Context: an optimization exercise on an open-source flow, tuned for small area, a short achievable clock period and few clock cycles. The choices shown serve that exercise and are no tape-out recipe.
In this exercise RTL edits were held to simulation tests only and were not proved equivalent to the original.
Power is estimated from default activity; no workload was simulated.

### standard.sh
#!/bin/bash
# synth_recipe.tcl (not shown) runs the flow's synth.tcl, then flattens the netlist and writes it again
# the make line also repeats each setting of config.mk as NAME=value (left out here)
make -C /OpenROAD-flow-scripts/flow DESIGN_CONFIG=/design/flow/config.mk WORK_HOME=/design/flow/orfs CLKGATE_MAP_FILE= SYNTH_SCRIPT=/design/flow/synth_recipe.tcl "${@:-finish}"
### flow/run.sh
#!/bin/bash
set -euo pipefail
bash standard.sh SETUP_SLACK_MARGIN=6.5 finish > standard.log 2>&1
### constraint.sdc
create_clock -name core_clock -period 10.0 [get_ports {clk}]
set_input_delay 2.0000 -clock core_clock [delete_from_list [all_inputs] [get_ports {clk}]]
set_output_delay 2.0000 -clock core_clock [all_outputs]
set_load 0.01 [all_outputs]
### design.v
module slida_codec (
    input  wire        clk,
    input  wire        rst,
    input  wire        req_valid,
    output wire        req_ready,
    input  wire [31:0] req_word,
    output reg         resp_valid,
    output reg  [3:0]  resp_status,
    output reg  [7:0]  resp_r0,
    output reg  [7:0]  resp_r1,
    output reg  [7:0]  resp_r2,
    output reg  [8:0]  resp_r3
);
    localparam integer RX_CAP     = 80;
    localparam integer MAX_PACKET = 64;
    localparam integer MAX_DATA   = MAX_PACKET - 4;
    localparam [3:0] ST_OK      = 4'd0;
    localparam [3:0] ST_FULL    = 4'd1;
    localparam [3:0] ST_RANGE   = 4'd2;
    localparam [3:0] ST_ENC_LEN = 4'd3;
    localparam [3:0] ST_ENC_CMD = 4'd4;
    localparam [3:0] ST_ILLEGAL = 4'd5;
    localparam [2:0] CODE_EMPTY        = 3'd0;
    localparam [2:0] CODE_INCOMPLETE   = 3'd1;
    localparam [2:0] CODE_HELD_INVALID = 3'd2;
    localparam [2:0] CODE_VALID        = 3'd3;
    localparam [2:0] CODE_RESYNC       = 3'd4;
    localparam [7:0] START  = 8'hFF;
    localparam [7:0] ESCAPE = 8'hFD;
    localparam integer O_ENC_BYTE = 0;
    localparam integer O_DEC_BYTE = 1;
    localparam integer O_RX_WRITE = 2;
    localparam integer O_RX_PEND  = 3;
    localparam integer O_RX_PEEK  = 4;
    localparam integer O_RX_RDAT  = 5;
    localparam integer O_RX_ADV   = 6;
    localparam integer O_DECODE   = 7;
    localparam integer O_SCR_READ = 8;
    localparam integer O_TX_LOAD  = 9;
    localparam integer O_ENCODE   = 10;
    localparam integer O_TX_READ  = 11;
    localparam integer O_ILLEGAL  = 12;
    function [6:0] inc80;
        input [6:0] a;
        inc80 = (a == 7'd79) ? 7'd0 : a + 7'd1;
    endfunction
    function [5:0] inc40;
        input [5:0] a;
        inc40 = (a == 6'd39) ? 6'd0 : a + 6'd1;
    endfunction
    function [6:0] sub80;
        input [6:0] a;
        input [6:0] b;
        sub80 = (a >= b) ? a - b : a + 7'd80 - b;
    endfunction
    function is_esc;
        input [7:0] x;
        is_esc = (x == START) || (x == ESCAPE);
    endfunction
    function [12:0] op_decode;
        input [7:0] o;
        begin
            op_decode = 13'd0;
            case (o)
            8'h01: op_decode[O_ENC_BYTE] = 1'b1;
            8'h02: op_decode[O_DEC_BYTE] = 1'b1;
            8'h03: op_decode[O_RX_WRITE] = 1'b1;
            8'h04: op_decode[O_RX_PEND]  = 1'b1;
            8'h05: op_decode[O_RX_PEEK]  = 1'b1;
            8'h06: op_decode[O_RX_RDAT]  = 1'b1;
            8'h07: op_decode[O_RX_ADV]   = 1'b1;
            8'h08: op_decode[O_DECODE]   = 1'b1;
            8'h09: op_decode[O_SCR_READ] = 1'b1;
            8'h0A: op_decode[O_TX_LOAD]  = 1'b1;
            8'h0B: op_decode[O_ENCODE]   = 1'b1;
            8'h0C: op_decode[O_TX_READ]  = 1'b1;
            default: op_decode[O_ILLEGAL] = 1'b1;
            endcase
        end
    endfunction
    reg  [7:0] rxe     [0:RX_CAP/2-1];    
    reg  [7:0] rxo     [0:RX_CAP/2-1];    
    reg  [7:0] scratch [0:MAX_PACKET-1];
    reg  [7:0] txdata  [0:MAX_DATA-1];
    reg  [7:0] frame   [0:MAX_DATA-1];
    reg  [6:0] head, tail, pend;
    reg  [8:0] tx_len;
    reg  [7:0] f_cmd, f_len, f_c;
    reg  [6:0] f_end;                     
    reg        q0v, q1v;
    reg [31:0] q0, q1;
    reg [12:0] oh;
    assign req_ready = !q1v;
    wire accept = req_valid && !q1v;
    wire [7:0] qa = q0[15:8];
    wire [7:0] qb = q0[23:16];
    wire [7:0] qc = q0[31:24];
    reg  [1:0] m_ph;        
    reg        m_rng;       
    reg  [6:0] m_idx;       
    reg        m_ecmd, m_elen, m_fast;
    reg  [7:0] m_c;         
    reg  [8:0] m_lenb;      
    reg  [6:0] pf_pos;      
    reg  [6:0] p_lag;       
    reg  [6:0] p_rem;       
    reg        pb_v;        
    reg  [7:0] pb;
    reg  [6:0] p_off;       
    reg        p_fs, p_fe, p_esc, p_ovf;
    reg  [6:0] p_k;
    reg  [7:0] p_sum, p_cmd, p_len, p_b3;
    reg  [8:0] p_len3;      
    reg        p_cmd0;      
    reg        p_cpl;       
    reg  [6:0] p_rect;      
    reg  [6:0] p_roff;      
    reg  [6:0] p_epos;      
    reg  [6:0] p_eoff;      
    reg  [6:0] p_d4pos;     
    wire p_done = p_fe || (p_rem == 7'd0);
    reg        e_busy;
    reg        e_par;       
    reg  [5:0] e_ie;        
    reg  [5:0] e_io;        
    reg  [6:0] e_j;         
    reg  [6:0] e_k;         
    reg        sc_we;       
    reg  [5:0] sc_wi;
    reg  [7:0] sc_wd;
    wire [7:0] rx_b_e = rxe[e_ie];
    wire [7:0] rx_b_o = rxo[e_io];
    wire [7:0] e_b0   = e_par ? rx_b_o : rx_b_e;
    wire [7:0] e_b1   = e_par ? rx_b_e : rx_b_o;
    wire       e_pair = (e_b0 == ESCAPE);
    wire [7:0] e_raw  = e_pair ? e_b1 + 8'd1 : e_b0;
    reg        pvalid;      
    reg  [5:0] pm;
    reg  [7:0] psum;
    reg  [5:0] pesc;
    reg        copy_q;      
    reg        w_arm;       
    reg        w_busy;      
    reg  [7:0] w_rd;        
    reg        w_last;
    reg  [6:0] c_j;         
    reg  [5:0] c_fa;        
    reg        c_sec;       
    reg  [6:0] c_w;         
    reg  [7:0] c_cur;       
    reg        c_seek;      
    reg        c_back;      
    wire [7:0] fr_rd = frame[c_fa];
    wire       c_isesc = (c_j != 7'd0) && is_esc(c_cur);
    wire [7:0] c_wire  = !c_isesc ? c_cur : (c_sec ? c_cur - 8'd1 : ESCAPE);
    wire [7:0] c_next  = (c_j == 7'd0) ? f_cmd :
                         (c_j == 7'd1) ? f_len :
                         (c_j == f_end) ? f_c : fr_rd;
    reg        x_retire;
    reg  [3:0] x_st;
    reg  [7:0] x_r0, x_r1, x_r2;
    reg  [8:0] x_r3;
    reg  [1:0] x_ph;            
    reg        x_rxw;           
    reg        x_tail_we;       
    reg  [6:0] x_tail;
    reg  [6:0] x_pend;
    reg        x_forced;        
    reg        x_dec;           
    reg        x_txl;           
    reg        x_enc;           
    reg        x_wstart;        
    reg        x_cadv;          
    reg        x_crst;          
    reg        x_seek;          
    reg        x_eld;           
    wire       d_ok    = p_cpl && (p_sum == 8'd0);
    wire       d_cz    = d_ok && p_cmd0;
    wire       d_valid = d_ok && !p_cmd0;
    wire       d_full  = (pend == RX_CAP - 1);
    wire       en_fast = (qb == 8'd0) || (pvalid && (qb == {2'b00, pm}));
    wire [7:0] en_sum  = (qb == 8'd0) ? 8'd0 : psum;
    wire [5:0] en_escn = (qb == 8'd0) ? 6'd0 : pesc;
    wire [7:0] en_c0   = 8'h01 - qa - qb - en_sum;
    wire [8:0] tr_i = {qb[0], qa};
    wire [7:0] rdat = qa % RX_CAP;
    wire [7:0] pk_s = {1'b0, tail} + qa;
    wire [7:0] pk_i = (pk_s >= RX_CAP) ? pk_s - RX_CAP : pk_s;
    wire       sc_hit = sc_we && (sc_wi == qa[5:0]);
    reg        dec_rec;
    reg  [2:0] dec_code;
    reg  [7:0] dec_cmd, dec_len;
    always @(*) begin
        x_retire  = 1'b0;
        x_st      = ST_OK;
        x_r0      = 8'd0;
        x_r1      = 8'd0;
        x_r2      = 8'd0;
        x_r3      = 9'd0;
        x_ph      = 2'd0;
        x_rxw     = 1'b0;
        x_tail_we = 1'b0;
        x_tail    = head;
        x_pend    = 7'd0;
        x_forced  = 1'b0;
        x_dec     = 1'b0;
        x_txl     = 1'b0;
        x_enc     = 1'b0;
        x_wstart  = 1'b0;
        x_cadv    = 1'b0;
        x_crst    = 1'b0;
        x_seek    = 1'b0;
        x_eld     = 1'b0;
        dec_rec   = 1'b0;
        dec_code  = CODE_EMPTY;
        dec_cmd   = 8'd0;
        dec_len   = 8'd0;
        if (q0v) begin
            if (oh[O_ENC_BYTE]) begin
                x_retire = 1'b1;
                x_r0 = is_esc(qa) ? ESCAPE : qa;
                x_r1 = is_esc(qa) ? qa - 8'd1 : 8'h00;
                x_r3 = is_esc(qa) ? 9'd2 : 9'd1;
            end
            if (oh[O_DEC_BYTE]) begin
                x_retire = 1'b1;
                x_r0 = qb[0] ? qa + 8'd1 : (qa == ESCAPE ? 8'h00 : qa);
                x_r1 = {5'd0, qa == START, !qb[0] && (qa == ESCAPE),
                        qb[0] || (qa != ESCAPE)};
            end
            if (oh[O_RX_WRITE]) begin
                x_retire = 1'b1;
                if (d_full) begin
                    x_st  = ST_FULL;
                end else begin
                    x_rxw = 1'b1;
                    x_r3  = {2'b00, pend} + 9'd1;
                end
            end
            if (oh[O_RX_PEND]) begin
                x_retire = 1'b1;
                x_r0 = {1'b0, head};
                x_r1 = {1'b0, tail};
                x_r3 = {2'b00, pend};
            end
            if (oh[O_RX_PEEK] || oh[O_RX_RDAT]) begin
                if (m_ph == 2'd0) begin
                    x_ph = 2'd1;
                end else if (m_ph == 2'd1) begin
                    if (m_rng) begin
                        x_retire = 1'b1;
                        x_st     = ST_RANGE;
                    end else if (!e_busy) begin
                        x_eld = 1'b1;
                        x_ph  = 2'd2;
                    end else begin
                        x_ph  = 2'd1;
                    end
                end else begin
                    x_retire = 1'b1;
                    x_r0     = e_b0;
                end
            end
            if (oh[O_RX_ADV]) begin
                if (m_ph != 2'd0) begin
                    x_retire = 1'b1;
                    if (m_rng) begin
                        x_st = ST_RANGE;
                    end else begin
                        x_tail_we = 1'b1;
                        x_tail    = m_idx;
                        x_pend    = sub80(head, m_idx);
                        x_r3      = {2'b00, sub80(head, m_idx)};
                    end
                end else begin
                    x_ph = 2'd1;
                end
            end
            if (oh[O_DECODE]) begin
                if (p_done && (!e_busy || !p_fs || p_k <= 7'd4 || p_k >= e_k)) begin
                    x_retire = 1'b1;
                    x_dec    = 1'b1;
                    if (!p_fs) begin
                        dec_code = CODE_EMPTY;
                        if (d_full) begin
                            x_tail_we = 1'b1;
                            x_tail    = head;
                            x_pend    = 7'd0;
                            dec_rec   = 1'b1;
                        end
                    end else if (p_fe) begin
                        x_tail_we = 1'b1;
                        x_tail    = p_epos;
                        x_pend    = pend - p_eoff;
                        x_forced  = 1'b1;
                        dec_code  = d_valid ? CODE_VALID : CODE_RESYNC;
                        dec_cmd   = (p_k >= 7'd2) ? p_cmd : 8'h00;
                        dec_len   = (p_k >= 7'd3) ? p_len : 8'h00;
                    end else if (d_valid) begin
                        x_tail_we = 1'b1;
                        x_tail    = head;
                        x_pend    = 7'd0;
                        dec_code  = CODE_VALID;
                        dec_cmd   = p_cmd;
                        dec_len   = p_len;
                    end else begin
                        dec_code = p_cpl ? CODE_HELD_INVALID : CODE_INCOMPLETE;
                        if (d_full) begin
                            dec_rec   = 1'b1;
                            x_tail_we = 1'b1;
                            x_tail    = p_rect;
                            x_pend    = pend - p_roff;
                        end
                    end
                    x_r0 = dec_cmd;
                    x_r1 = dec_len;
                    x_r2 = {1'b0, d_cz, dec_rec, p_ovf, p_fe, dec_code};
                    x_r3 = {2'b00, p_k};
                end
            end
            if (oh[O_SCR_READ]) begin
                if (qa >= MAX_PACKET) begin
                    x_retire = 1'b1;
                    x_st     = ST_RANGE;
                end else if (!e_busy || {1'b0, qa[5:0]} < e_j || {1'b0, qa[5:0]} >= e_k) begin
                    x_retire = 1'b1;
                    x_r0     = sc_hit ? sc_wd : scratch[qa[5:0]];
                end
            end
            if (oh[O_TX_LOAD]) begin
                x_retire = 1'b1;
                if (qa >= MAX_DATA)
                    x_st = ST_RANGE;
                else
                    x_txl = 1'b1;
            end
            if (oh[O_ENCODE]) begin
                if (m_ph == 2'd0) begin
                    if (!w_arm && !w_busy)
                        x_ph = 2'd1;
                end else if (m_ecmd) begin
                    x_retire = 1'b1;
                    x_st     = ST_ENC_CMD;
                end else if (m_elen) begin
                    x_retire = 1'b1;
                    x_st     = ST_ENC_LEN;
                end else if (m_fast) begin
                    x_retire = 1'b1;
                    x_enc    = 1'b1;
                    x_r0     = m_c;
                    x_r1     = m_c - qc;
                    x_r3     = m_lenb + {8'd0, is_esc(m_c)};
                end else begin
                    x_wstart = 1'b1;
                end
            end
            if (oh[O_TX_READ]) begin
                if (tr_i >= tx_len) begin
                    x_retire = 1'b1;
                    x_st     = ST_RANGE;
                end else if (tr_i == {2'b00, c_w}) begin
                    x_retire = 1'b1;
                    x_r0     = c_wire;
                    x_cadv   = 1'b1;
                end else if (!c_seek) begin
                    x_seek = 1'b1;
                end else if (c_back) begin
                    x_crst = 1'b1;
                end else begin
                    x_cadv = 1'b1;
                end
            end
            if (oh[O_ILLEGAL]) begin
                x_retire = 1'b1;
                x_st     = ST_ILLEGAL;
            end
        end
    end
    integer i;
    always @(posedge clk) begin
        if (x_rxw && !head[0])
            rxe[head[6:1]] <= qa;
        if (x_rxw && head[0])
            rxo[head[6:1]] <= qa;
        if (copy_q)
            for (i = 0; i < MAX_DATA; i = i + 1)
                frame[i] <= txdata[i];
    end
    genvar g;
    generate
        for (g = 0; g < MAX_DATA; g = g + 1) begin : TXD
            always @(posedge clk)
                if (q0v && oh[O_TX_LOAD] && qa == g)
                    txdata[g] <= qb;
        end
        for (g = 0; g < MAX_PACKET; g = g + 1) begin : SCR
            always @(posedge clk) begin
                if (g == 0 && x_dec && p_fs)
                    scratch[g] <= START;
                else if (g == 1 && x_dec && p_k >= 7'd2)
                    scratch[g] <= p_cmd;
                else if (g == 2 && x_dec && p_k >= 7'd3)
                    scratch[g] <= p_len;
                else if (g == 3 && x_dec && p_k >= 7'd4)
                    scratch[g] <= p_b3;
                else if (g >= 4 && sc_we && sc_wi == g)
                    scratch[g] <= sc_wd;
            end
        end
    endgenerate
    wire x_fire = q0v && x_retire;
    wire       p_lag0  = (p_lag == 7'd0);
    wire       p_byp   = x_rxw && !p_fe && p_lag0;
    wire       p_fetch = !p_fe && !p_lag0;
    wire [7:0] px      = pb;
    wire [6:0] ppos    = (pf_pos == 7'd0) ? 7'd79 : pf_pos - 7'd1;    
    wire       pv      = pb_v && !p_fe;
    wire       p_has   = p_esc || (px != ESCAPE);
    wire [7:0] p_raw   = p_esc ? px + 8'd1 : px;
    wire       p_insum = (p_k <= 7'd3) || ({2'b00, p_k} <= p_len3);
    wire [8:0] p_sumc  = {p_sum, 1'b1} + {px, p_esc};    
    wire       p_keep  = pv && p_fs && (px != START) && p_has && (p_k < MAX_PACKET);
    always @(posedge clk) begin
        if (rst) begin
            q0v        <= 1'b0;
            q1v        <= 1'b0;
            resp_valid <= 1'b0;
            head       <= 7'd0;
            tail       <= 7'd0;
            pend       <= 7'd0;
            tx_len     <= 9'd0;
            pf_pos     <= 7'd0;
            p_lag      <= 7'd0;
            p_rem      <= 7'd0;
            pb_v       <= 1'b0;
            p_off      <= 7'd0;
            p_fs       <= 1'b0;
            p_fe       <= 1'b0;
            p_esc      <= 1'b0;
            p_ovf      <= 1'b0;
            p_cpl      <= 1'b0;
            p_k        <= 7'd0;
            p_sum      <= 8'd0;
            e_busy     <= 1'b0;
            sc_we      <= 1'b0;
            pvalid     <= 1'b0;
            copy_q     <= 1'b0;
            w_arm      <= 1'b0;
            w_busy     <= 1'b0;
            c_j        <= 7'd0;
            c_fa       <= 6'd62;
            c_sec      <= 1'b0;
            c_w        <= 7'd0;
            c_cur      <= START;
            c_seek     <= 1'b0;
            m_ph       <= 2'd0;
        end else begin
            if (!q0v || x_fire) begin
                if (q1v) begin
                    q0  <= q1;
                    oh  <= op_decode(q1[7:0]);
                    q0v <= 1'b1;
                    q1v <= 1'b0;
                end else begin
                    q0  <= req_word;
                    oh  <= op_decode(req_word[7:0]);
                    q0v <= accept;
                end
            end else if (accept) begin
                q1  <= req_word;
                q1v <= 1'b1;
            end
            resp_valid  <= x_fire;
            resp_status <= x_st;
            resp_r0     <= x_r0;
            resp_r1     <= x_r1;
            resp_r2     <= x_r2;
            resp_r3     <= x_r3;
            m_ph <= x_ph;
            if (q0v && m_ph == 2'd0) begin
                m_rng  <= oh[O_RX_PEEK] ? (qa >= {1'b0, pend}) :
                          oh[O_RX_ADV]  ? (qa >= RX_CAP || {1'b0, sub80(qa[6:0], tail)} > {1'b0, pend}) :
                          1'b0;
                m_idx  <= oh[O_RX_PEEK] ? pk_i[6:0] : oh[O_RX_RDAT] ? rdat[6:0] : qa[6:0];
                m_ecmd <= (qa == 8'h00);
                m_elen <= (qb > MAX_DATA);
                m_fast <= en_fast;
                m_c    <= en_c0 + qc;
                m_lenb <= 9'd4 + {1'b0, qb} + {3'b000, en_escn} +
                          {8'd0, is_esc(qa)} + {8'd0, is_esc(qb)};
            end
            if (x_rxw) begin
                head <= inc80(head);
                pend <= pend + 7'd1;
            end
            if (x_tail_we) begin
                tail <= x_tail;
                pend <= x_pend;
            end
            if (x_tail_we) begin
                pb_v  <= 1'b0;
                p_fe  <= 1'b0;
                p_esc <= 1'b0;
                p_ovf <= 1'b0;
                p_cpl <= 1'b0;
                if (x_forced) begin
                    pf_pos <= inc80(x_tail);
                    p_lag  <= x_pend - 7'd1;
                    p_rem  <= x_pend - 7'd1;
                    p_off  <= 7'd1;
                    p_fs   <= 1'b1;
                    p_k    <= 7'd1;
                    p_sum  <= START;
                    p_rect <= inc80(x_tail);
                    p_roff <= 7'd1;
                end else begin
                    pf_pos <= x_tail;
                    p_lag  <= x_pend;
                    p_rem  <= x_pend;
                    p_off  <= 7'd0;
                    p_fs   <= 1'b0;
                    p_k    <= 7'd0;
                    p_sum  <= 8'd0;
                end
            end else begin
                if (p_byp || p_fetch)
                    pf_pos <= inc80(pf_pos);
                if (x_rxw && !(p_byp || p_fetch))
                    p_lag <= p_lag + 7'd1;
                else if (!x_rxw && (p_byp || p_fetch))
                    p_lag <= p_lag - 7'd1;
                pb_v <= p_fetch || p_byp;
                if (p_fetch)
                    pb <= pf_pos[0] ? rxo[pf_pos[6:1]] : rxe[pf_pos[6:1]];
                else if (p_byp)
                    pb <= qa;
                if (x_rxw && !pv)
                    p_rem <= p_rem + 7'd1;
                else if (!x_rxw && pv)
                    p_rem <= p_rem - 7'd1;
                if (pv) begin
                    p_off <= p_off + 7'd1;
                    if (!p_fs) begin
                        if (px == START) begin
                            p_fs   <= 1'b1;
                            p_k    <= 7'd1;
                            p_esc  <= 1'b0;
                            p_sum  <= START;
                            p_rect <= (p_off == 7'd0) ? inc80(ppos) : ppos;
                            p_roff <= (p_off == 7'd0) ? 7'd1 : p_off;
                        end
                    end else if (px == START) begin
                        p_fe   <= 1'b1;
                        p_epos <= ppos;
                        p_eoff <= p_off;
                    end else begin
                        p_esc <= !p_esc && (px == ESCAPE);
                        if (p_has && !p_keep)
                            p_ovf <= 1'b1;
                    end
                end
                if (p_keep) begin
                    p_k <= p_k + 7'd1;
                    if (p_k == 7'd1) begin
                        p_cmd  <= p_raw;
                        p_cmd0 <= (p_raw == 8'd0);
                    end
                    if (p_k == 7'd2) begin
                        p_len  <= p_raw;
                        p_len3 <= {1'b0, p_raw} + 9'd3;
                    end
                    if (p_k == 7'd3) begin
                        p_b3    <= p_raw;
                        p_d4pos <= inc80(ppos);
                    end
                    if (p_insum)
                        p_sum <= p_sumc[8:1];
                    if (p_k >= 7'd3 && {2'b00, p_k} == p_len3)
                        p_cpl <= 1'b1;
                end
            end
            if (x_dec && p_k > 7'd4) begin
                e_busy <= 1'b1;
                e_par  <= p_d4pos[0];
                e_io   <= p_d4pos[6:1];
                e_ie   <= p_d4pos[0] ? inc40(p_d4pos[6:1]) : p_d4pos[6:1];
                e_j    <= 7'd4;
                e_k    <= p_k;
                sc_we  <= 1'b0;
            end else if (x_eld) begin
                e_par  <= m_idx[0];
                e_io   <= m_idx[6:1];
                e_ie   <= m_idx[0] ? inc40(m_idx[6:1]) : m_idx[6:1];
                sc_we  <= 1'b0;
            end else if (e_busy) begin
                if (e_pair) begin
                    e_ie <= inc40(e_ie);
                    e_io <= inc40(e_io);
                end else begin
                    e_par <= !e_par;
                    if (e_par)
                        e_io <= inc40(e_io);
                    else
                        e_ie <= inc40(e_ie);
                end
                sc_we <= 1'b1;
                sc_wi <= e_j[5:0];
                sc_wd <= e_raw;
                e_j   <= e_j + 7'd1;
                if (e_j + 7'd1 == e_k)
                    e_busy <= 1'b0;
            end else begin
                sc_we <= 1'b0;
            end
            if (x_txl) begin
                if (qa == 8'd0) begin
                    pvalid <= 1'b1;
                    pm     <= 6'd1;
                    psum   <= qb;
                    pesc   <= {5'd0, is_esc(qb)};
                end else if (pvalid && qa[5:0] == pm) begin
                    pm   <= pm + 6'd1;
                    psum <= psum + qb;
                    pesc <= pesc + {5'd0, is_esc(qb)};
                end else if (qa[5:0] < pm) begin
                    pvalid <= 1'b0;
                end
            end
            copy_q <= x_enc || x_wstart;
            if (x_wstart) begin
                w_arm <= 1'b1;
            end else if (w_arm) begin
                w_arm  <= 1'b0;
                w_busy <= 1'b1;
                psum   <= 8'd0;
                pesc   <= 6'd0;
                w_rd   <= 8'd0;
                w_last <= 1'b0;
            end else if (w_busy) begin
                w_rd   <= fr_rd;
                w_last <= ({2'b00, c_fa} + 8'd1 == qb);
                psum   <= psum + w_rd;
                pesc   <= pesc + {5'd0, is_esc(w_rd)};
                if (w_last) begin
                    w_busy <= 1'b0;
                    pvalid <= 1'b1;
                    pm     <= qb[5:0];
                end
            end
            if (x_enc) begin
                f_cmd  <= qa;
                f_len  <= qb;
                f_c    <= m_c;
                f_end  <= qb[6:0] + 7'd2;
                tx_len <= m_lenb + {8'd0, is_esc(m_c)};
            end
            if (x_seek) begin
                c_seek <= 1'b1;
                c_back <= (tr_i < {2'b00, c_w});
            end else if (x_cadv || x_crst) begin
                c_seek <= 1'b0;
            end
            if (x_wstart) begin
                c_fa <= 6'd0;
            end else if (w_busy) begin
                c_fa <= c_fa + 6'd1;
            end else if (x_enc || x_crst) begin
                c_j   <= 7'd0;
                c_fa  <= 6'd62;
                c_sec <= 1'b0;
                c_w   <= 7'd0;
                c_cur <= START;
            end else if (x_cadv) begin
                c_w <= c_w + 7'd1;
                if (c_isesc && !c_sec) begin
                    c_sec <= 1'b1;
                end else begin
                    c_sec <= 1'b0;
                    c_j   <= c_j + 7'd1;
                    c_fa  <= c_fa + 6'd1;
                    c_cur <= c_next;
                end
            end
        end
    end
endmodule
### config.mk
export PLATFORM = sky130hd
export DESIGN_NAME = slida_codec
export DESIGN_NICKNAME = slida_codec
export VERILOG_FILES = /design/flow/design.v
export SDC_FILE = /design/flow/constraint.sdc
export NUM_CORES = 4
export LEC_CHECK = 0
export CAP_MARGIN = 30
export CORE_MARGIN = 2
export CORE_UTILIZATION = 50
export CTS_CLUSTER_DIAMETER = 80
export CTS_CLUSTER_SIZE = 24
export PLACE_DENSITY = 0.62
export SLEW_MARGIN = 30
==> results.tsv, run 1 <==
stage	metric	value	unit
finish	register area	0.0756	mm^2
timing	clock skew	0.0500	ns
worst_setup_path	Buf/Inv on CP	3	
worst_setup_path	Critical Path AT	4.35	ns
global_route	GRT Util Overall	33.1	%
synthesis	count of cell types in the netlist	89	
global_route	vias in the first global route	69500	
synthesis	sequential fraction of the synthesis area	67.4	%
timing	Tmin final	3.77	ns
floorplan	die area	0.228	mm^2
clocking	Clock Pin Slew Worst Setup and Hold Paths	0.10	ns
worst_setup_path	Critical R2R Capture	m_c[6]	
worst_setup_path	CP most frequent cell	fa_2	
finish	Util after Layout	58.1	%
global_route	largest net degree at the start of global routing	101	
worst_setup_path	reg2reg start	q0[20]	
finish	layout cells sized above 1	22.9	%
worst_setup_path	worst endpoint required time	10.58	ns
worst_setup_path	CP Launch Type	register	
worst_setup_path	r2r worst-path depth	14	
worst_setup_path	Cell Chain, Critical Path	nor4_4, nand3_4, and2_4, fa_2, inv_2, fa_2, fa_2, ha_4, inv_2, fa_2, inv_2, a21o_1, a21oi_2, xnor2_1	
clocking	Root Buffer	clkbuf_16	
worst_setup_path	Reg2Reg Setup Slack	6.23	ns
routing	Starting DRT DRC Count	11600	
outcome	status	timing/DRC/antenna clean	
placement	RD Place Congestion	1.02	
routing	routed len/inst	35.2	um
floorplan	row count	173	
timing	Slew @ Worst Pin	1.17	ns
timing	Max Slew Vio Count	0	
worst_hold_path	Hold Path Depth	0	
worst_setup_path	CP Max Fanout	5	
power	overall power	21.4	mW
floorplan	initial core utilization	50.4	%
worst_setup_path	Crit path depth	14	
clocking	CTS H-tree lvls	4	
placement	Final HPWL DP	248000	um
routing	final wirelength	390000	um
power	Max VDD drop	205	uV
routing	Detail Route Antenna Nets	0	
worst_setup_path	slowest stage delay, CP	0.56	ns
finish	area of the multi-input gates	0.0374	mm^2
worst_setup_path	Setup crit end kind	register	
worst_hold_path	HP Class	register to register	
floorplan	Vert. Die Dim	477	um
routing	vias per inst	6.68	
routing	DR vias	73900	
clocking	Inserted Clock Buffers	140	
worst_setup_path	Max stage delay cell, worst path	fa_2	
power	Leak	42.2	nW
finish	Fill cells	17300	
routing	DRT Pass-1 Iters	8	
routing	# DRC	0	
clocking	# hold bufs at CTS	0	
worst_hold_path	WHS Endpoint	frame[55][3]	
flow_run	max cap viols	0	
synthesis	cell count after synthesis	7578	
floorplan	Die W	477	um
floorplan	core box area	0.223	mm^2
power	power per cell area	165	mW/mm^2
floorplan	I/O pins	74	
placement	port buffer count	71	
global_route	GR Overflow Total	0	
timing	RSZ-0062 raised after global routing	true	
synthesis	Warnings, synthesis	4	
worst_hold_path	Min-Delay Startpoint	txdata[55][3]	
finish	Final #Nets	8297	
timing	setup tns final	0	ns
worst_setup_path	delay-heaviest family, CP	adder cells	
timing	Tcrit/Tclk final	37.7	%
finish	area grow syn2layout	15.4	%
synthesis	Primary FF master, synth	edfxtp_1	
synthesis	Post-synth EDFFs	2414	
clocking	Worst-Skew Late Latency	0.87	ns
clocking	CTS Sinks	2565	
global_route	first-pass GRT wire length	535000	um
clocking	TritonCTS clock tree	built	
timing	# setup viols final	0	
synthesis	Synth async-reset ratio	0	%
timing	Hold Violations, Final	0	
synthesis	Mapped Avg Cell Area	14.8	um^2
worst_setup_path	crit path kind	register to register	
global_route	initial antenna violation count	15	
timing	Slew HR	21.5	%
synthesis	Mapped Area	0.112	mm^2
timing	FMAX	0.266	GHz
synthesis	Yosys reg bits	2565	
clocking	Clock Path Buffers	3	
==> worst register-to-register path: stages (launching register included) <==
cell and delay [ns]:
edfxtp_1 0.44, nor4_4 0.35, nand3_4 0.17, and2_4 0.20, fa_2 0.52, inv_2 0.04
fa_2 0.33, fa_2 0.56, ha_4 0.15, inv_2 0.04, fa_2 0.36, inv_2 0.06
a21o_1 0.12, a21oi_2 0.06, xnor2_1 0.11
==> final cells by class <==
type | instances | share of cell area, %
clock inverter | 57 | 0.624
sequential | 2565 | 58.5
tap | 2975 | 2.88
multi-input combinational | 4408 | 28.9
inverter | 225 | 0.689
antenna | 6 | 0.0116
timing repair buffer | 670 | 5.55
clock buffer | 164 | 2.81
==> cells in the final DEF, fill, tap and decap left out, types with 26 or more instances in the layout <==
cell | netlist | layout
a211oi_1 | 82 | 67
a21o_1 | 45 | 45
a21oi_1 | 253 | 232
a22o_1 | 26 | 26
a22oi_1 | 293 | 266
a22oi_2 | 0 | 27
a31oi_1 | 35 | 31
a32oi_1 | 37 | 32
and2_1 | 43 | 27
and3_1 | 34 | 29
buf_12 | 2 | 59
buf_4 | 13 | 408
buf_6 | 11 | 67
clkbuf_16 | 0 | 155
clkdlybuf4s50_1 | 0 | 33
dfxtp_1 | 151 | 114
edfxtp_1 | 2414 | 2414
fa_1 | 37 | 29
ha_1 | 215 | 187
inv_1 | 219 | 198
mux2_2 | 70 | 53
mux2i_1 | 163 | 146
mux4_2 | 305 | 311
nand2_1 | 374 | 346
nand2b_1 | 42 | 35
nand3_1 | 492 | 464
nand3b_1 | 28 | 28
nand4_1 | 178 | 178
nor2_1 | 621 | 432
nor2_2 | 0 | 104
nor2_4 | 0 | 86
nor2b_1 | 64 | 55
nor3_1 | 112 | 85
nor4_1 | 56 | 29
o211ai_1 | 29 | 29
o21a_1 | 33 | 28
o21ai_0 | 161 | 131
o22ai_1 | 37 | 29
xnor2_1 | 153 | 150
xor2_1 | 78 | 76
==> metal layers <==
metal	wire (um)	part of all wire [%]	track usage (%)	up-vias
met2	178000	46	51.0	4892
li1	-	-	-	30500
met5	116	0.030	0	-
met1	146000	37	45.4	37600
met3	42000	11	6.33	921
met4	24100	6.2	16.6	12
==> state kept, by name (all words and copies together), names as in the netlist, 9 cells and up, named ones only <==
| name | flops |
|---|---|
| p_len3 | 9 |
| m_lenb | 9 |
| resp_r3 | 9 |
| q1 | 32 |
| q0 | 24 |
| tx_len | 9 |
| rxo | 320 |
| frame | 480 |
| txdata | 480 |
| rxe | 320 |
| oh | 13 |
| scratch | 504 |
==> Yosys cell counts (all sizes together), types with 26 or more instances <==
master	instances	area share, %
a211oi	82	0.55
o211ai	29	0.19
nand3b	28	0.19
edfxtp	2414	65
mux4	324	6.6
nand3	492	2.2
nor2b	64	0.36
a21o	45	0.30
inv	223	0.75
o21a	33	0.22
o21ai	170	0.77
clkbuf	259	0.87
xnor2	153	1.2
mux2	70	0.70
mux2i	163	1.5
dfxtp	151	2.7
nor4	57	0.33
and3	34	0.19
nand2	374	1.3
nor3	112	0.50
xor2	78	0.61
a21oi	255	1.2
a22oi	293	2.0
o22ai	37	0.21
a31oi	35	0.20
and2	44	0.25
buf	127	0.68
nand2b	42	0.23
nand4	178	0.99
a22o	26	0.20
nor2	621	2.1
a32oi	37	0.29
fa	37	0.66
ha	215	2.4
==> timing repair <==
item,CTS,global route
setup endpoints to repair,1407,466
gates resized for setup,657,339
endpoints found under the hold margin,0,0
gates cloned,26,12
pin swaps,90,155
buffers inserted,184,125
==> stage by stage <==
step	cells	worst slack, ns	hold WS [ns]	cell area, um^2
floorplan	7579	5.26	0.400	112000
global placement	10500	4.58	0.400	117000
detailed placement	10500	4.77	0.405	118000
CTS	10900	6.23	0.398	127000
global route	11100	6.11	0.418	129000
finish	11100	6.23	0.399	129000
==> kinds of logic after synthesis <==
group           share of synthesized area, %
xor+xnor                                1.81
other cells                          0.00335
flops                                   67.4
simple gates                            9.12
mux                                     8.74
compound gates                          7.57
fa+ha+maj                               3.06
buf+inv                                 2.30
==> power by group <==
part           total, mW  internal (mW)  switching (mW)
Clock               6.50           2.81            3.69
Combinational       2.90           1.25            1.66
Sequential          12.0           11.8           0.150
Total               21.4           15.9            5.50
==> worst max path at each step <==
stage                         from    endpoint  slack, ns
after detailed placement  register    register       4.77
final                       q0[20]      m_c[6]       6.23
after floorplan              q0[8]       q1[0]       5.26
after CTS                   q0[19]      m_c[6]       6.23
after global placement      q0[11]  resp_r0[4]       4.58
after global routing        q0[11]       m_rng       6.11
Testbench counts, summed over its fixed seeds: cycles 26,196.
==> run 2: changes to the inputs <==
--- a/design.v
+++ b/design.v
@@ -95,6 +95,7 @@
     wire [7:0] qa = q0[15:8];
     wire [7:0] qb = q0[23:16];
     wire [7:0] qc = q0[31:24];
+    reg  [5:0] sr_a;
     reg  [1:0] m_ph;        
     reg        m_rng;       
     reg  [6:0] m_idx;       
@@ -181,7 +182,12 @@
     wire       en_fast = (qb == 8'd0) || (pvalid && (qb == {2'b00, pm}));
     wire [7:0] en_sum  = (qb == 8'd0) ? 8'd0 : psum;
     wire [5:0] en_escn = (qb == 8'd0) ? 6'd0 : pesc;
-    wire [7:0] en_c0   = 8'h01 - qa - qb - en_sum;
+    wire [7:0] en_ns   = ~en_sum;
+    wire [7:0] en_s1   = qc ^ ~qa ^ ~qb;
+    wire [7:0] en_c1   = {(qc[6:0] & ~qa[6:0]) | (qc[6:0] & ~qb[6:0]) | (~qa[6:0] & ~qb[6:0]), 1'b0};
+    wire [7:0] en_s2   = en_s1 ^ en_c1 ^ en_ns;
+    wire [7:0] en_c2   = {(en_s1[6:0] & en_c1[6:0]) | (en_s1[6:0] & en_ns[6:0]) | (en_c1[6:0] & en_ns[6:0]), 1'b0};
+    wire [7:0] en_c    = en_s2 + en_c2 + 8'd4;
     wire [8:0] tr_i = {qb[0], qa};
     wire [7:0] rdat = qa % RX_CAP;
     wire [7:0] pk_s = {1'b0, tail} + qa;
@@ -262,18 +268,18 @@
                 end
             end
             if (oh[O_RX_ADV]) begin
-                if (m_ph != 2'd0) begin
+                if (m_ph == 2'd2) begin
                     x_retire = 1'b1;
                     if (m_rng) begin
                         x_st = ST_RANGE;
                     end else begin
                         x_tail_we = 1'b1;
                         x_tail    = m_idx;
-                        x_pend    = sub80(head, m_idx);
-                        x_r3      = {2'b00, sub80(head, m_idx)};
+                        x_pend    = m_lenb[6:0];
+                        x_r3      = {2'b00, m_lenb[6:0]};
                     end
                 end else begin
-                    x_ph = 2'd1;
+                    x_ph = m_ph + 2'd1;
                 end
             end
             if (oh[O_DECODE]) begin
@@ -324,7 +330,7 @@
                     x_st     = ST_RANGE;
                 end else if (!e_busy || {1'b0, qa[5:0]} < e_j || {1'b0, qa[5:0]} >= e_k) begin
                     x_retire = 1'b1;
-                    x_r0     = sc_hit ? sc_wd : scratch[qa[5:0]];
+                    x_r0     = sc_hit ? sc_wd : scratch[sr_a];
                 end
             end
             if (oh[O_TX_LOAD]) begin
@@ -467,9 +473,12 @@
                     q0v <= accept;
                 end
             end else if (accept) begin
-                q1  <= req_word;
                 q1v <= 1'b1;
             end
+            if (!q1v)
+                q1 <= req_word;
+            if ((!q0v || x_fire) && (q1v ? q1[7:0] : req_word[7:0]) == 8'h09)
+                sr_a <= q1v ? q1[13:8] : req_word[13:8];
             resp_valid  <= x_fire;
             resp_status <= x_st;
             resp_r0     <= x_r0;
@@ -478,17 +487,20 @@
             resp_r3     <= x_r3;
             m_ph <= x_ph;
             if (q0v && m_ph == 2'd0) begin
-                m_rng  <= oh[O_RX_PEEK] ? (qa >= {1'b0, pend}) :
-                          oh[O_RX_ADV]  ? (qa >= RX_CAP || {1'b0, sub80(qa[6:0], tail)} > {1'b0, pend}) :
-                          1'b0;
+                m_rng  <= oh[O_RX_PEEK] && (qa >= {1'b0, pend});
                 m_idx  <= oh[O_RX_PEEK] ? pk_i[6:0] : oh[O_RX_RDAT] ? rdat[6:0] : qa[6:0];
                 m_ecmd <= (qa == 8'h00);
                 m_elen <= (qb > MAX_DATA);
                 m_fast <= en_fast;
-                m_c    <= en_c0 + qc;
-                m_lenb <= 9'd4 + {1'b0, qb} + {3'b000, en_escn} +
+                m_c    <= en_c;
+                m_lenb <= oh[O_RX_ADV] ? {qa >= RX_CAP, 1'b0, sub80(qa[6:0], tail)} :
+                          9'd4 + {1'b0, qb} + {3'b000, en_escn} +
                           {8'd0, is_esc(qa)} + {8'd0, is_esc(qb)};
             end
+            if (q0v && m_ph == 2'd1 && oh[O_RX_ADV]) begin
+                m_rng  <= m_lenb[8] || (m_lenb[6:0] > pend);
+                m_lenb <= {2'b00, sub80(head, m_idx)};
+            end
             if (x_rxw) begin
                 head <= inc80(head);
                 pend <= pend + 7'd1;
==> results.tsv, run 2 <==
stage	metric	value	unit	change
outcome	status	timing/DRC/antenna clean		
synthesis	top cell type's share of synthesized area	65.1	%	+0.39 points
timing	Slew HR	25.8	%	+4.3 points
global_route	vias in the first global route	69300		-0.24%
timing	setup tns final	0	ns	unchanged
power	Clk pwr share	30.7	%	+0.3 points
routing	# DRC	0		unchanged
clocking	CTS Sinks	2571		+0.23%
synthesis	post-synthesis adder-cell area fraction	3.08	%	+0.022 points
finish	area grow syn2layout	15.5	%	
synthesis	Synth async-reset ratio	0	%	unchanged
synthesis	main combinational cell family by area after synthesis	compound AO/OA/AOI/OAI gates		
synthesis	Commonest cells post-synth	edfxtp_1 (2,420), nor2_1 (674), a22oi_1 (505)		
worst_setup_path	slowest stage delay, CP	0.44	ns	-0.12 ns
global_route	first-pass GRT wire length	534000	um	-0.20%
floorplan	I/O pins	74		unchanged
synthesis	Post-synth EDFFs	2420		+0.25%
worst_setup_path	Reg2Reg Setup Slack	6.31	ns	+0.08 ns
synthesis	top cells by area, synth	edfxtp_1 (65%), mux4_2 (6.1%), a22oi_1 (3.4%)		
synthesis	XOR/XNOR share of the synthesized area	1.72	%	-0.088 points
global_route	GRT Util Overall	33.2	%	+0.087 points
clocking	TritonCTS clock tree	built		
synthesis	count of cell types in the netlist	89		unchanged
placement	port buffer count	71		unchanged
clocking	Clock Path Buffers	3		unchanged
worst_hold_path	HP Class	register to register		
power	combinational power share	13.6	%	about the same
synthesis	Yosys reg bits	2571		+0.23%
timing	Max Slew Vio Count	0		unchanged
global_route	largest net degree at the start of global routing	150		+49%
worst_setup_path	CP Launch Type	register		
worst_setup_path	crit path kind	register to register		
worst_setup_path	Cell Chain, Critical Path	buf_12, and2_2, a22oi_1, a21oi_1, or4b_1, nand2_1, mux2_4, a2111oi_4, and3_4, o21ai_2, a21oi_2, buf_4		
routing	DRT Pass-1 Iters	8		unchanged
finish	max reg flops	504		unchanged
synthesis	Mapped Avg Cell Area	14.9	um^2	+0.54%
power	Max VDD drop	188	uV	-8.6%
synthesis	simple logic cell fraction of the synthesized area	8.00	%	-1.1 points
routing	Starting DRT DRC Count	11500		-1.2%
worst_setup_path	Setup crit end kind	register		
worst_setup_path	delay-heaviest family, CP	compound AO/OA/AOI/OAI gates		
worst_setup_path	Buf/Inv on CP	2		-1
clocking	Clock Pin Slew Worst Setup and Hold Paths	0.09	ns	about the same
floorplan	Vert. Die Dim	477	um	-0.18%
power	Leak	42.6	nW	+1.1%
finish	final non-filler cell total	11100		+0.045%
finish	Final #Nets	8293		-0.048%
finish	Biggest register	scratch		
synthesis	cell count after synthesis	7510		-0.90%
timing	Hold Violations, Final	0		unchanged
flow_run	max cap viols	0		unchanged
floorplan	die area	0.227	mm^2	-0.36%
timing	Tcrit/Tclk final	36.9	%	-0.77 points
placement	placed cell count	10500		-0.019%
global_route	GR Overflow Total	0		unchanged
routing	vias per inst	6.65		-0.38%
finish	biggest regs	scratch x504, frame x480, txdata x480		
worst_setup_path	CP Max Fanout	49		+44
placement	Final HPWL DP	252000	um	+1.8%
timing	Tmin final	3.69	ns	-0.0773 ns
synthesis	Mapped Area	0.112	mm^2	-0.36%
power	Sequential Power Share	55.7	%	-0.3 points
synthesis	mux cell area share after synthesis	8.47	%	-0.27 points
worst_setup_path	Max stage delay cell, worst path	a21oi_1		
timing	RSZ-0062 raised after global routing	true		
synthesis	count leader, synth	edfxtp_1		
timing	clock skew	0.0665	ns	+0.0165 ns
power	power per cell area	168	mW/mm^2	+1.8%
clocking	CTS H-tree lvls	4		unchanged
global_route	initial antenna violation count	14		-1
worst_setup_path	Critical Path AT	4.23	ns	-0.12 ns
clocking	Inserted Clock Buffers	145		+3.6%
clocking	Worst-Skew Late Latency	0.88	ns	about the same
finish	leading cell type in the layout, fill and taps excluded	edfxtp_1		
power	NetSw	5.67	mW	+3.1%
timing	FMAX	0.271	GHz	+2.1%
power	Sw Ratio	26.1	%	+0.41 points
clocking	# hold bufs at CTS	0		unchanged
timing	Slew @ Worst Pin	1.11	ns	-0.0627 ns
synthesis	post-synth top area cell	edfxtp_1		
timing	# setup viols final	0		unchanged
worst_setup_path	worst endpoint required time	10.54	ns	-0.04 ns
floorplan	row count	173		unchanged
power	internal power	16.0	mW	+0.98%
routing	routed len/inst	35.0	um	-0.57%
routing	DR vias	73700		-0.33%
synthesis	Primary FF master, synth	edfxtp_1		
floorplan	Die W	477	um	-0.18%
floorplan	initial core utilization	50.3	%	-0.083 points
routing	final wirelength	388000	um	-0.52%
clocking	Root Buffer	clkbuf_16		
floorplan	core box area	0.222	mm^2	-0.19%
synthesis	Warnings, synthesis	4		unchanged
placement	RD Place Congestion	0.978		-4.1%
finish	layout cells sized above 1	22.6	%	-0.32 points
synthesis	post-synthesis compound-gate area fraction	8.80	%	+1.2 points
finish	most frequent cells in the layout	edfxtp_1 (2,420), nor2_1 (486), a22oi_1 (480)		
routing	Detail Route Antenna Nets	0		unchanged
synthesis	sequential fraction of the synthesis area	67.8	%	+0.40 points
-- run 2: changes by cell type in the layout (fill, tap and decap cells not counted), moves of 21 or more --
cell / before / now
a22oi_1: 266 / 480
a32oi_1: 32 / 11
buf_4: 408 / 471
buf_6: 67 / 38
mux2i_1: 146 / 193
nand2_1: 346 / 393
nand3_1: 464 / 145
nand4_1: 178 / 129
nor2_1: 432 / 486
-- run 2: final timing paths --
kind / endpoint / from / depth (start not counted)
worst max register to register: e_ie[4] / register / 12
worst max-delay path: e_ie[4] / register / 12
worst min-delay path: frame[21][3] / txdata[21][3] / 0
worst min register to register: frame[21][3] / txdata[21][3] / 0
-- run 2: metal layers --
layer	global-route usage, %	wire length [um]
met1	45.3	148000
met2	52.0	179000
met3	6.57	40000
met4	14.8	21200
met5	0	59
-- run 2: metrics by stage --
stage               instance area [um^2]  power [mW]  hold WS (ns)  util [%]  worst slack, ns
floorplan                         112000        14.0         0.400         -             5.67
global placement                  117000        14.9         0.400      52.8             4.68
detailed placement                118000        14.9         0.405      53.0             4.70
CTS                               127000        21.6         0.398      57.0             6.37
global route                      129000        22.2         0.406      58.0             6.30
finish                            129000        21.7         0.409      58.0             6.31
-- run 2: logic make-up after synthesis --
logic type      Yosys count
compound gates         1433
flops                  2571
buf+inv                 584
other cells               1
simple gates           1888
xor+xnor                219
mux                     561
fa+ha+maj               253
-- run 2: repair_timing --
item | CTS | global route
pin swaps | 78 | 113
gates cloned | 33 | 6
buffers inserted | 177 | 122
setup endpoints to repair | 1417 | 378
resized for setup | 623 | 252
-- run 2: power by group through the flow --
stage	Sequential [mW]	Clock, mW	Combinational, mW
6_report	12.1	6.67	2.94
5_1_grt	12.1	7.04	3.10
4_1_cts	12.1	6.70	2.81
3_5_place_dp	12.4	0	2.58
3_3_place_gp	12.4	0	2.54
2_1_floorplan	12.2	0	1.78
-- run 2: layout make-up --
| cell class | count | area, um^2 |
|---|---|---|
| Antenna cell | 7 | 17.5 |
| Clock buffer | 171 | 3800 |
| Clock inverter | 64 | 855 |
| Fill cell | 17300 | 93200 |
| Inverter | 248 | 985 |
| Multi-Input combinational cell | 4366 | 37000 |
| Sequential cell | 2571 | 75800 |
| Tap cell | 2975 | 3720 |
| Timing Repair Buffer | 673 | 6770 |
Testbench counts of run 2, summed over its fixed seeds: cycles 26,196.
==> run 3: changes to the inputs <==
==> flow/run.sh (replaced) <==
#!/bin/bash
set -euo pipefail
bash standard.sh SETUP_SLACK_MARGIN=6.8 finish > standard.log 2>&1
==> results.tsv, run 3 <==
stage	metric	value	unit	change
outcome	status	timing/DRC/antenna clean		
power	Leak	45.1	nW	+5.9%
flow_run	max cap viols	0		unchanged
floorplan	die area	0.227	mm^2	unchanged
clocking	# hold bufs at CTS	0		unchanged
worst_setup_path	Buf/Inv on CP	1		-1
placement	Final HPWL DP	251000	um	-0.63%
floorplan	Vert. Die Dim	477	um	unchanged
floorplan	Die W	477	um	unchanged
worst_setup_path	crit path kind	register to output port		
routing	Starting DRT DRC Count	11400		-0.37%
timing	RSZ-0062 raised after global routing	true		
routing	DR vias	75700		+2.7%
routing	final wirelength	399000	um	+2.9%
timing	FMAX	0.274	GHz	+1.1%
timing	Tcrit/Tclk final	36.5	%	-0.42 points
timing	setup tns final	0	ns	unchanged
finish	biggest regs	scratch x504, frame x480, txdata x480		
synthesis	count of cell types in the netlist	89		unchanged
synthesis	sequential fraction of the synthesis area	67.8	%	unchanged
clocking	CTS H-tree lvls	4		unchanged
worst_setup_path	CP Max Fanout	1		-98%
clocking	Worst-Skew Late Latency	0.87	ns	about the same
synthesis	top cells by area, synth	edfxtp_1 (65%), mux4_2 (6.1%), a22oi_1 (3.4%)		
global_route	largest net degree at the start of global routing	168		+12%
worst_setup_path	Critical Path AT	1.65	ns	-2.58 ns
power	power per cell area	164	mW/mm^2	-2.4%
worst_hold_path	HP Class	register to register		
worst_setup_path	Max stage delay cell, worst path	edfxtp_1		
power	overall power	22.1	mW	+2.1%
floorplan	I/O pins	74		unchanged
synthesis	Mapped Avg Cell Area	14.9	um^2	unchanged
worst_setup_path	Setup crit end kind	output port		
worst_setup_path	Cell Chain, Critical Path	buf_2		
timing	Slew @ Worst Pin	1.10	ns	-0.00708 ns
synthesis	Synth async-reset ratio	0	%	unchanged
finish	Biggest register	scratch		
timing	clock skew	0.0576	ns	-0.00887 ns
worst_setup_path	delay-heaviest family, CP	flip-flops		
finish	leading cell type in the layout, fill and taps excluded	edfxtp_1		
worst_setup_path	worst endpoint required time	8.00	ns	-2.54 ns
clocking	TritonCTS clock tree	built		
global_route	initial antenna violation count	19		+5
clocking	Inserted Clock Buffers	144		-0.69%
timing	# setup viols final	0		unchanged
worst_setup_path	CP Launch Type	register		
routing	DRT Pass-1 Iters	6		-2
finish	area of the multi-input gates	0.0390	mm^2	+5.5%
floorplan	row count	173		unchanged
synthesis	count leader, synth	edfxtp_1		
power	Max VDD drop	195	uV	+3.8%
synthesis	Mapped Area	0.112	mm^2	unchanged
floorplan	initial core utilization	50.3	%	unchanged
global_route	first-pass GRT wire length	551000	um	+3.2%
routing	# DRC	0		unchanged
clocking	Root Buffer	clkbuf_16		
routing	routed len/inst	35.1	um	+0.29%
synthesis	Commonest cells post-synth	edfxtp_1 (2,420), nor2_1 (674), a22oi_1 (505)		
floorplan	core box area	0.222	mm^2	unchanged
finish	area grow syn2layout	20.8	%	
clocking	Clock Pin Slew Worst Setup and Hold Paths	0.11	ns	+0.02 ns
placement	Placed Instance Area	0.118	mm^2	about the same
timing	Tmin final	3.65	ns	-0.0417 ns
synthesis	Primary FF master, synth	edfxtp_1		
finish	most frequent cells in the layout	edfxtp_1 (2,420), buf_4 (563), nor2_1 (452), a22oi_1 (452), nand2_1 (361)		
global_route	GRT Util Overall	34.3	%	+1.0 points
synthesis	top cell type's share of synthesized area	65.1	%	unchanged
finish	Util after Layout	60.7	%	+2.7 points
global_route	vias in the first global route	71600		+3.4%
finish	max reg flops	504		unchanged
placement	port buffer count	71		unchanged
worst_setup_path	slowest stage delay, CP	0.56	ns	+0.12 ns
clocking	CTS Sinks	2571		unchanged
finish	register area	0.0758	mm^2	about the same
routing	Detail Route Antenna Nets	0		unchanged
finish	post-route design area	0.135	mm^2	+4.6%
synthesis	cell count after synthesis	7510		unchanged
placement	RD Place Congestion	0.991		+1.4%
finish	Final #Nets	8586		+3.5%
timing	Hold Violations, Final	0		unchanged
finish	layout cells sized above 1	28.4	%	+5.8 points
finish	Fill cells	16600		-4.0%
clocking	Clock Path Buffers	3		unchanged
synthesis	Warnings, synthesis	4		unchanged
synthesis	post-synth top area cell	edfxtp_1		
synthesis	Yosys reg bits	2571		unchanged
timing	Max Slew Vio Count	0		unchanged
routing	vias per inst	6.66		about the same
global_route	GR Overflow Total	0		unchanged
synthesis	Post-synth EDFFs	2420		unchanged
timing	Slew HR	26.2	%	+0.40 points
-- run 3: cell counts after synthesis --
Identical to the previous run, type by type.
-- run 3: area by class of cell --
cell class / count / area share [%]
Tap cell: 2975 / 2.76
Antenna cell: 9 / 0.0167
Clock inverter: 58 / 0.641
Inverter: 248 / 0.747
Clock buffer: 169 / 2.81
Sequential cell: 2571 / 56.2
Timing Repair Buffer: 969 / 7.91
Multi-Input combinational cell: 4364 / 28.9
-- run 3: cells by family (layout without fill, tap and decap cells) --
kind of cell | count (synthesis) | after routing | share of synthesized area, %
and+or+nand+nor | 1888 | 1895 | 8.00
muxes | 561 | 561 | 8.47
AOI/OAI and AO/OA | 1433 | 1434 | 8.80
other | 1 | 11 | 0.00336
DFF | 2571 | 2571 | 67.8
adders and majority gates | 253 | 253 | 3.08
buffers and inverters | 584 | 1444 | 2.12
xor gates and xnor gates | 219 | 219 | 1.72
-- run 3: final timing paths --
check / start / to / slack [ns] / cells past startpoint
worst max register to register: q0[8] / q0[18] / 6.37 / 17
worst max-delay path: resp_r0[4] / resp_r0[4] / 6.35 / 1
worst min-delay path: txdata[3][3] / frame[3][3] / 0.41 / 0
worst min register to register: txdata[3][3] / frame[3][3] / 0.41 / 0
-- run 3: repair_timing --
| item | CTS | global route |
|---|---|---|
| buffers inserted | 413 | 152 |
| resized for setup | 1045 | 407 |
| gates cloned | 55 | 10 |
| setup endpoints to repair | 1558 | 748 |
| pin swaps | 245 | 260 |
-- run 3: power breakdown --
| group | total, mW | leakage (nW) | internal [mW] | switching (mW) |
|---|---|---|---|---|
| Sequential | 12.0 | 23.1 | 11.9 | 0.189 |
| Clock | 6.71 | 2.24 | 3.00 | 3.71 |
| Combinational | 3.38 | 19.8 | 1.50 | 1.88 |
-- run 3: per-stage QoR --
step,hold WS [ns],worst slack [ns],instances
detailed placement,0.405,4.53,10500
global placement,0.400,4.61,10500
global route,0.416,6.32,11400
floorplan,0.400,5.67,7511
finish,0.408,6.35,11400
CTS,0.411,6.36,11200
-- run 3: routing by layer --
metal	track usage (%)	vias to the layer above	routed length, um
met4	17.7	12	25700
met3	7.25	1107	44200
met1	46.3	38300	148000
met5	0	-	69
li1	-	31000	-
met2	52.7	5166	181000

==> port drivers added, routing unchanged <==
No port has a modelled driver above. Below, the same layouts with a new extraction and two added sets of constraints.
Step 1: set_driving_cell puts a clkbuf_16 on clk and a buf_2 on each other input, an assumption about the parent block.
Step 2 times the ports against the registers' clock, not the clock port: input delays grow and output delays shrink by t, the midpoint of the rising clock arrivals with the driver on.
a / b / c = ideal / step 1 / step 2; a / b = the first two.
run | t (ns) | slack for setup (ns) | hold slack, ns | cell pins on the clock port's net
run 1 | 0.930 | 6.234 / 6.234 / 5.734 | 0.399 / 0.399 / 0.399 | 1
run 2 | 0.932 | 6.311 / 6.311 / 5.568 | 0.409 / 0.409 / 0.409 | 1
run 3 | 0.929 | 6.353 / 6.265 / 5.869 | 0.408 / 0.408 / 0.408 | 1
After both steps every run listed still meets setup and hold. For run 2, which loses most, drivers alone change the setup slack by 0.000 ns; drivers and shift together by -0.743 ns.
